Background: an optimization exercise with open tools, aiming at small area, a short achievable clock period and few clock cycles. Do not read the settings as production practice.
Only simulation tests tie the RTL to the original design; equivalence was not proved.
Power is estimated from default activity; no workload was simulated.

// hall_engine
module hall_engine (
    input  wire        clk,
    input  wire        rst,
    input  wire        ev_valid,
    input  wire [1:0]  ev_kind,       
    input  wire [31:0] ev_cmd,
    output wire        ev_ready,
    output reg         rsp_valid,
    output wire [31:0] rsp_result,
    output wire [7:0]  rsp_status,
    output wire        bus_valid,
    output reg         bus_write,
    output reg  [7:0]  bus_addr,
    output reg  [7:0]  bus_wdata,
    output wire [4:0]  bus_len,
    input  wire        bus_ready,
    input  wire        bus_ack,
    input  wire [23:0] bus_rdata,
    output wire        irq_request,
    input  wire        irq_grant,
    output reg         irq_release,
    output reg         sched_valid,
    output wire [15:0] sched_ms,
    output reg         cancel_valid,
    output reg         pub_valid,
    output wire [1:0]  pub_zone,
    output reg         log_valid,
    output wire [2:0]  log_code,
    output reg         alive,
    output reg         dead
);
    localparam [7:0] ADDR_ID      = 8'h00;
    localparam [7:0] ID_VALUE     = 8'h5A;
    localparam [7:0] SAMPLE_ADDR  = 8'h10;
    localparam [7:0] ADDR_INTSRS  = 8'h20;
    localparam [7:0] ADDR_HTH_H   = 8'h21;
    localparam [7:0] ADDR_LATCH   = 8'h25;
    localparam [7:0] ADDR_OPF     = 8'h30;
    localparam [7:0] ADDR_SRST    = 8'h3F;
    localparam [15:0] DELAY_MIN   = 16'd10;
    localparam [15:0] DELAY_RESET = 16'd200;
    localparam [1:0]  ZONE_A = 2'd0, ZONE_B = 2'd1, ZONE_C = 2'd2;
    localparam [2:0] ST_OK = 3'd0, ST_TRANSPORT = 3'd1, ST_IRQATTACH = 3'd3,
                     ST_CAL = 3'd5, ST_ILLEGAL = 3'd6;
    localparam [4:0]
        S_IDLE  = 5'd0,  S_DEC   = 5'd1,  S_I0    = 5'd2,  S_ISR   = 5'd3,
        S_IID   = 5'd4,  S_IPD   = 5'd5,  S_DEAD  = 5'd6,  S_W1    = 5'd7,
        S_MS    = 5'd8,  S_IRQ   = 5'd9,  S_DPEN  = 5'd10, S_DTYPE = 5'd11,
        S_THR   = 5'd12, S_DDET  = 5'd13, S_SPRD  = 5'd14, S_SP2   = 5'd15,
        S_SPTYPE= 5'd16, S_C1    = 5'd17, S_C2    = 5'd18, S_C3    = 5'd19,
        S_CRD   = 5'd20, S_CR0   = 5'd21, S_CRIRQ = 5'd22, S_CR2   = 5'd23,
        S_CRPD  = 5'd24, S_KWAIT = 5'd25, S_CRF   = 5'd26;
    localparam [2:0]
        OP_WSTAT = 3'd0, OP_REGRD = 3'd1, OP_CHKID = 3'd2, OP_DISABLE = 3'd3,
        OP_MEAS  = 3'd4, OP_ENABLE = 3'd5, OP_DETINT = 3'd6, OP_WORKER = 3'd7;
  ...
Size: ~2200 cells after synthesis, roughly 240 flip-flops, ~160 I/O pins.
==> flow/config.mk <==
export PLATFORM = sky130hd
export DESIGN_NAME = hall_engine
export DESIGN_NICKNAME = hall_engine
export VERILOG_FILES = /design/flow/design.v
export SDC_FILE = /design/flow/constraint.sdc
export NUM_CORES = 4
export LEC_CHECK = 0
export CAP_MARGIN = 20
export CORE_MARGIN = 2
export CORE_UTILIZATION = 40
export SLEW_MARGIN = 20
==> flow/constraint.sdc <==
create_clock -name core_clock -period 10.0 [get_ports {clk}]
set_input_delay 2.0000 -clock core_clock [delete_from_list [all_inputs] [get_ports {clk}]]
set_output_delay 2.0000 -clock core_clock [all_outputs]
set_load 0.01 [all_outputs]
standard.sh (not shown) runs the stock make flow with config.mk's settings and CLKGATE_MAP_FILE= SYNTH_SCRIPT=/design/flow/synth_recipe.tcl, a recipe that flattens the netlist after the stock synthesis.
==> flow/flow/run.sh <==
#!/bin/bash
# Layout: the standard flow (standard synthesis unchanged) with plain buffers on the
# ports and a larger setup margin for the resizer's timing repair. Each step's output goes
# to a log of its own.
set -euo pipefail
bash standard.sh synth > synth.log 2>&1
bash standard.sh finish SETUP_SLACK_MARGIN=6.25 "BUFFER_PORTS_ARGS=-buffer_cell sky130_fd_sc_hd__buf_1" > layout.log 2>&1
Testbench counts at the start, summed over its fixed seeds: cycles 11,798.
Then changed:
--- a/flow/flow/run.sh
+++ b/flow/flow/run.sh
@@ -6,2 +6,2 @@
 bash standard.sh synth > synth.log 2>&1
-bash standard.sh finish SETUP_SLACK_MARGIN=6.25 "BUFFER_PORTS_ARGS=-buffer_cell sky130_fd_sc_hd__buf_1" > layout.log 2>&1
+bash standard.sh finish SETUP_SLACK_MARGIN=6.75 "BUFFER_PORTS_ARGS=-buffer_cell sky130_fd_sc_hd__buf_4" > layout.log 2>&1
Design area went up by 15%; sequential power barely changes; sequential share of layout area decreases by 3.3 points; maximum frequency increases by 6.0%; critical path depth shrinks by 6; core utilization went up by 6.7 points; total power rises by 5.3%; first-iteration DRC count hardly moves; via count goes up by 2.6%.

* * *

the reference run:
hall_engine again, from the RTL that the note above started with.
export LEC_CHECK = 0
export CAP_MARGIN = 20
export CORE_MARGIN = 2
export CORE_UTILIZATION = 40
export SLEW_MARGIN = 20
create_clock -name core_clock -period 10.0 [get_ports {clk}]
==> flow/flow/run.sh <==
#!/bin/bash
# Layout: the standard flow (standard synthesis unchanged) with plain buffers on the
# ports and a larger setup margin for the resizer's timing repair. Each step's output goes
# to a log of its own.
set -euo pipefail
bash standard.sh synth > synth.log 2>&1
bash standard.sh finish SETUP_SLACK_MARGIN=6.5 "BUFFER_PORTS_ARGS=-buffer_cell sky130_fd_sc_hd__buf_4" > layout.log 2>&1
Every stage of the flow completed for the reference run, and the final layout passed the timing, DRC and antenna checks.
Testbench counts of the reference run, summed over its fixed seeds: cycles 11,798.
> inputs changed (the reference run -> the trial run)
Settings: an added PLACE_DENSITY of 0.7.
diff --git a/flow/flow/run.sh b/flow/flow/run.sh
--- a/flow/flow/run.sh
+++ b/flow/flow/run.sh
@@ -7 +7 @@
-bash standard.sh finish SETUP_SLACK_MARGIN=6.5 "BUFFER_PORTS_ARGS=-buffer_cell sky130_fd_sc_hd__buf_4" > layout.log 2>&1
+bash standard.sh finish SETUP_SLACK_MARGIN=6.5 "BUFFER_PORTS_ARGS=-buffer_cell sky130_fd_sc_hd__buf_1" > layout.log 2>&1
### Flow results
The trial run finished all stages; the layout is clean. Sequential logic power across the reference run and the trial run: no real change. As far as sequential cell count goes, the reference run and the trial run are indistinguishable; the numbers are identical. The trial run — setup slack at placement 0.23 ns lower, the reference run as reference. The trial run: hold slack is 0.0047 ns lower than what the reference run reported.

==> separate check: timing with driven ports <==
No port has a modelled driver above. Below, the same layouts with a new extraction and two added sets of constraints.
Step 1 sets driving cells, clkbuf_16 on the clock port and buf_2 on the other inputs (assumed; they add their load-dependent delay and slew).
Step 2 also shifts input and output timing later by t, the mid clock arrival at the registers, as if the neighbouring blocks saw the same clock.
Slacks: ideal ports / drivers / drivers and shift; pairs: ideal ports / drivers.
run	shift t [ns]	setup slack, ns	hold WS [ns]	latest minus earliest clock arrival (ns)	worst register clock-pin slew, ns
the first run of note 1	0.647	6.277 / 6.276 / 5.668	0.450 / 0.450 / 0.450	0.018 / 0.018	0.07 / 0.07
the second run of note 1	0.633	6.488 / 6.437 / 5.889	0.446 / 0.446 / 0.446	0.022 / 0.022	0.06 / 0.06
the reference run	0.632	6.416 / 6.362 / 5.917	0.448 / 0.448 / 0.448	0.017 / 0.018	0.07 / 0.07
the trial run	0.605	6.470 / 6.433 / 5.876	0.444 / 0.444 / 0.444	0.013 / 0.012	0.06 / 0.06
After both steps setup and hold are still met in every run listed. The setup slack of the first run of note 1, which loses most, moves by -0.001 ns with the drivers and by -0.609 ns with both steps.
